What follows belongs to an exercise in optimizing a design on an open flow for small area, a short achievable clock period and few clock cycles; a production flow would make more cautious choices.
At most, simulation tests tie the RTL to the original design; equivalence was not proved.
No activity file was given, so power comes from the tool's default toggle rates.

Design lep_crc16, start of the top module:
module lep_crc16 (
    input  wire        clk,
    input  wire        rst,
    input  wire        host_req,
    input  wire        host_we,
    input  wire [11:0] host_addr,
    input  wire [31:0] host_wdata,
    output wire [31:0] host_rdata,
    output wire        host_ready,
    output wire        mem_re,
    output wire        mem_we,
    output wire [9:0]  mem_addr,
    output reg  [3:0]  mem_be,
    output wire [31:0] mem_wdata,
    input  wire [31:0] mem_rdata
);
==> flow/config.mk <==
export PLATFORM = sky130hd
export DESIGN_NAME = lep_crc16
export DESIGN_NICKNAME = lep_crc16
export VERILOG_FILES = /design/flow/design.v
export SDC_FILE = /design/flow/constraint.sdc
export NUM_CORES = 4
export LEC_CHECK = 0
export CAP_MARGIN = 20
export CORE_MARGIN = 2
export CORE_UTILIZATION = 55
export CTS_BUF_LIST = sky130_fd_sc_hd__clkbuf_4 sky130_fd_sc_hd__clkbuf_8
export PLACE_DENSITY = 0.65
export SETUP_SLACK_MARGIN = 3.4
export SLEW_MARGIN = 20
==> flow/constraint.sdc <==
create_clock -name core_clock -period 8.0 [get_ports {clk}]
set_input_delay 1.6000 -clock core_clock [delete_from_list [all_inputs] [get_ports {clk}]]
set_output_delay 1.6000 -clock core_clock [all_outputs]
set_load 0.01 [all_outputs]
run.sh (not shown) runs the stock make flow with config.mk's settings and CLKGATE_MAP_FILE= SYNTH_SCRIPT=/design/flow/synth_recipe.tcl, a recipe that flattens the netlist after the stock synthesis.
The baseline finished clean.
Testbench counts at the start, summed over its fixed seeds: cycles 71,064.
==> next run, changes <==
--- a/flow/design.v
+++ b/flow/design.v
@@ -202,32 +202,37 @@
     reg        crcfin;     
     reg        flush;      
     reg        vph;        
     wire [9:0] reg_idx   = host_addr[11:2];
     wire       idle      = s_idle;
     wire       cmd_write = host_req && host_we && (reg_idx == R_CMD);
     reg        rsv;
+    reg  [3:0] raddr;
     wire       addr_hz = (host_addr[11:6] == 6'd0);
-    reg [31:0] rd_lo;
+    wire       fast_hit = addr_hz && ((host_addr[5:2] == 4'd1) || (host_addr[5:2] == 4'd7) ||
+                                      (host_addr[5:2] == 4'd9) || (host_addr[5:2] == 4'd10));
+    wire [15:0] rd_fast = host_addr[5] ? (host_addr[3] ? {crc_result} : {crc_c}) :
+                                         (host_addr[3] ? {3'd0, out_len} : {12'd0, status_err});
+    reg [31:0] rd_slow;
     always @(*) begin
-        case (host_addr[5:2])
-            4'd1:    rd_lo = {28'd0, status_err};
-            4'd2:    rd_lo = {30'd0, ctrl};
-            4'd3:    rd_lo = src_addr;
-            4'd4:    rd_lo = src_len;
-            4'd5:    rd_lo = dst_addr;
-            4'd6:    rd_lo = dst_cap;
-            4'd7:    rd_lo = {19'd0, out_len};
-            4'd8:    rd_lo = {30'd0, crc_var};
-            4'd9:    rd_lo = {16'd0, crc_c};
-            4'd10:   rd_lo = {16'd0, crc_result};
-            default: rd_lo = 32'd0;
+        case (raddr)
+            4'd1:    rd_slow = {28'd0, status_err};
+            4'd2:    rd_slow = {30'd0, ctrl};
+            4'd3:    rd_slow = src_addr;
+            4'd4:    rd_slow = src_len;
+            4'd5:    rd_slow = dst_addr;
+            4'd6:    rd_slow = dst_cap;
+            4'd7:    rd_slow = {19'd0, out_len};
+            4'd8:    rd_slow = {30'd0, crc_var};
+            4'd9:    rd_slow = {16'd0, crc_c};
+            4'd10:   rd_slow = {16'd0, crc_result};
+            default: rd_slow = 32'd0;
         endcase
     end
-    assign host_rdata = rd_lo & {32{!rsv}};
+    assign host_rdata = rsv ? rd_slow : {16'd0, rd_fast};
     wire [2:0] d_op     = host_wdata[2:0];
     wire       d_known  = (host_wdata[7:3] == 5'd0);
     wire       d_hasvar = (d_op == OP_INIT) || (d_op == OP_COMPUTE) || (d_op == OP_VERIFY);
     wire       d_badbit = (host_wdata[31:24] != 8'd0) || (host_wdata[15:10] != 6'd0) ||
                           ((d_op != OP_BYTE) && (host_wdata[23:16] != 8'd0)) ||
                           (!d_hasvar && (host_wdata[9:8] != 2'd0));
     wire       d_badvar = d_hasvar && (host_wdata[9:8] == 2'd3);
@@ -334,20 +339,21 @@
         mem_be[3] = !flush;
     end
     wire done_exec = s_exec && xdone;
     wire done_run  = s_run &&
                      ((consumed && wlast && (o_upd || o_cmp)) || vph || flush ||
                       (fin_item && (pp == 2'd2)));
     wire done      = done_exec || done_run;
-    assign host_ready = done || (s_idle && (host_we ? (reg_idx != R_CMD) : (addr_hz || rsv)));
+    assign host_ready = done || (s_idle && (host_we ? (reg_idx != R_CMD) : (fast_hit || rsv)));
     wire src_wr = s_idle && host_req && host_we && (reg_idx == R_SRC_ADDR);
     always @(posedge clk) begin
         rv1 <= rd_now;
         if (rv1) prev <= mem_rdata[31:8];
-        rsv <= !rst && s_idle && host_req && !host_we && !addr_hz && !rsv;
+        rsv   <= !rst && s_idle && host_req && !host_we && !fast_hit && !rsv;
+        raddr <= addr_hz ? host_addr[5:2] : 4'd0;
         if (rst)
             rd_ptr <= 10'd0;
         else if (s_idle)
             rd_ptr <= cmd_write ? rd_ptr + 10'd1 : src_wr ? host_wdata[11:2] : src_addr[11:2];
         else if (done)
             rd_ptr <= src_addr[11:2];
         else if (rd_now)
- flip-flop and latch count increases by 4
- area after synthesis climbs by about 4%
- non-clock buffer count drops by 38
- synthesized cell count increases by about 5%
- final area rises by 2.5%
- cell count grows by 2.4%
- die area climbs by about 4%
- worst setup slack is better by 58 ps
- sequential power hardly moves
- global-route usage increases by 3.5 points
- fmax climbs by about 1.2%
- first-iteration DRC count rises by 19%
- routed wire length rises by 9.1%
Function not checked in the second run of this note: the RTL went through the layout flow alone.

Setup of trial 40:
lep_crc16 with an RTL version that a note above also has.
Size in the first run: about 2,900 cells after synthesis, about 340 flip-flops, ~160 I/O pins, about 25,000 um2 of cells after synthesis.
clock: 8.0 ns
lec_check: 0
cap_margin: 20
core_margin: 2
core_utilization: 55
cts_buf_list: sky130_fd_sc_hd__clkbuf_4 sky130_fd_sc_hd__clkbuf_8
place_density: 0.7
setup_slack_margin: 3.4
slew_margin: 20
For trial 57, these inputs were changed with respect to trial 40:
--- a/flow/design.v
+++ b/flow/design.v
@@ -200,40 +200,33 @@
     reg [23:0] ow;         
     reg        crcph;      
     reg        crcfin;     
     reg        flush;      
     reg        vph;        
     wire [9:0] reg_idx   = host_addr[11:2];
     wire       idle      = s_idle;
     wire       cmd_write = host_req && host_we && (reg_idx == R_CMD);
-    reg        rsv;
-    reg  [3:0] raddr;
-    wire       addr_hz = (host_addr[11:6] == 6'd0);
-    wire       fast_hit = addr_hz && ((host_addr[5:2] == 4'd1) || (host_addr[5:2] == 4'd7) ||
-                                      (host_addr[5:2] == 4'd9) || (host_addr[5:2] == 4'd10));
-    wire [15:0] rd_fast = host_addr[5] ? (host_addr[3] ? {crc_result} : {crc_c}) :
-                                         (host_addr[3] ? {3'd0, out_len} : {12'd0, status_err});
-    reg [31:0] rd_slow;
-    always @(*) begin
-        case (raddr)
-            4'd1:    rd_slow = {28'd0, status_err};
-            4'd2:    rd_slow = {30'd0, ctrl};
-            4'd3:    rd_slow = src_addr;
-            4'd4:    rd_slow = src_len;
-            4'd5:    rd_slow = dst_addr;
-            4'd6:    rd_slow = dst_cap;
-            4'd7:    rd_slow = {19'd0, out_len};
-            4'd8:    rd_slow = {30'd0, crc_var};
-            4'd9:    rd_slow = {16'd0, crc_c};
-            4'd10:   rd_slow = {16'd0, crc_result};
-            default: rd_slow = 32'd0;
-        endcase
-    end
-    assign host_rdata = rsv ? rd_slow : {16'd0, rd_fast};
+    wire [10:1] rsel;
+    genvar gi;
+    generate
+        for (gi = 1; gi <= 10; gi = gi + 1) begin : g_rsel
+            assign rsel[gi] = (reg_idx == gi);
+        end
+    endgenerate
+    assign host_rdata = ({32{rsel[1]}}  & {28'd0, status_err}) |
+                        ({32{rsel[2]}}  & {30'd0, ctrl}) |
+                        ({32{rsel[3]}}  & src_addr) |
+                        ({32{rsel[4]}}  & src_len) |
+                        ({32{rsel[5]}}  & dst_addr) |
+                        ({32{rsel[6]}}  & dst_cap) |
+                        ({32{rsel[7]}}  & {19'd0, out_len}) |
+                        ({32{rsel[8]}}  & {30'd0, crc_var}) |
+                        ({32{rsel[9]}}  & {16'd0, crc_c}) |
+                        ({32{rsel[10]}} & {16'd0, crc_result});
     wire [2:0] d_op     = host_wdata[2:0];
     wire       d_known  = (host_wdata[7:3] == 5'd0);
     wire       d_hasvar = (d_op == OP_INIT) || (d_op == OP_COMPUTE) || (d_op == OP_VERIFY);
     wire       d_badbit = (host_wdata[31:24] != 8'd0) || (host_wdata[15:10] != 6'd0) ||
                           ((d_op != OP_BYTE) && (host_wdata[23:16] != 8'd0)) ||
                           (!d_hasvar && (host_wdata[9:8] != 2'd0));
     wire       d_badvar = d_hasvar && (host_wdata[9:8] == 2'd3);
     wire        src_hz  = (src_addr[31:13] == 19'd0) && (src_len[31:13] == 19'd0);
@@ -338,23 +331,21 @@
         mem_be[2] = (st <= 2'd2) && (!flush || (pp == 2'd3));
         mem_be[3] = !flush;
     end
     wire done_exec = s_exec && xdone;
     wire done_run  = s_run &&
                      ((consumed && wlast && (o_upd || o_cmp)) || vph || flush ||
                       (fin_item && (pp == 2'd2)));
     wire done      = done_exec || done_run;
-    assign host_ready = done || (s_idle && (host_we ? (reg_idx != R_CMD) : (fast_hit || rsv)));
+    assign host_ready = done || (s_idle && (!host_we || (reg_idx != R_CMD)));
     wire src_wr = s_idle && host_req && host_we && (reg_idx == R_SRC_ADDR);
     always @(posedge clk) begin
         rv1 <= rd_now;
         if (rv1) prev <= mem_rdata[31:8];
-        rsv   <= !rst && s_idle && host_req && !host_we && !fast_hit && !rsv;
-        raddr <= addr_hz ? host_addr[5:2] : 4'd0;
         if (rst)
             rd_ptr <= 10'd0;
         else if (s_idle)
             rd_ptr <= cmd_write ? rd_ptr + 10'd1 : src_wr ? host_wdata[11:2] : src_addr[11:2];
         else if (done)
             rd_ptr <= src_addr[11:2];
         else if (rd_now)
             rd_ptr <= rd_ptr + 10'd1;
==> comparison <==
Between trial 40 and trial 57, the difference in portion of total power attributed to the clock network is negligible. Trial 57 vs trial 40 — via count dropped by a few percent. Trial 57 ended up with sky130_fd_sc_hd__or4_4 as its slowest stage cell on the critical path; trial 40 ended up with sky130_fd_sc_hd__clkdlybuf4s50_1. From trial 40 to trial 57 the numbers moved as follows: synthesized instance count down 165; worst setup slack down 0.51 ns; global-route usage down 1.5 points; sequential cell count down 5; register-to-register setup slack up 0.04 ns. Of trial 40 and trial 57, the lower arrival time at the worst endpoint belongs to trial 40. Summary of trial 57 over trial 40: netlist area before placement went down; portion of the post-synthesis area used by sequential elements shows an increase of 1.2 points; wire length the detailed router placed on met1 went down; area of the multi-input gates dropped 4.2%; floorplan die area saw a decrease. Sort trial 40 and trial 57 by non-clock buffer instance count of the final layout, ascending, and trial 40 comes first.
No functional check of the RTL was part of any run of this note.

-- port drivers added, routing unchanged --
In the flow no input, the clock included, has a driving cell. The finished layouts below were timed again as built, in two steps. Step 1 sets driving cells, clkbuf_16 on the clock port and buf_2 on the other inputs (assumed; they add their load-dependent delay and slew). Step 2 adds t to the input delays and takes it off the output delays; t is the mean of the earliest and latest rising clock arrival at the registers after step 1. Input paths then give back, and output paths get back, about the clock's delay inside the block. Slacks: ideal ports / drivers / drivers and shift; pairs: ideal ports / drivers.
run	t, ns	setup slack, ns	pins driven straight from the clock port
the first run of note 1	0.702	3.318 / 3.248 / 3.029	1
the second run of note 1	0.731	3.376 / 3.314 / 2.949	1
trial 40	0.738	3.254 / 3.221 / 2.910	1
trial 57	0.712	2.740 / 2.706 / 2.706	1
After both steps setup and hold are still met in every run listed. For the second run of note 1, which loses most, drivers alone change the setup slack by -0.062 ns; drivers and shift together by -0.427 ns.
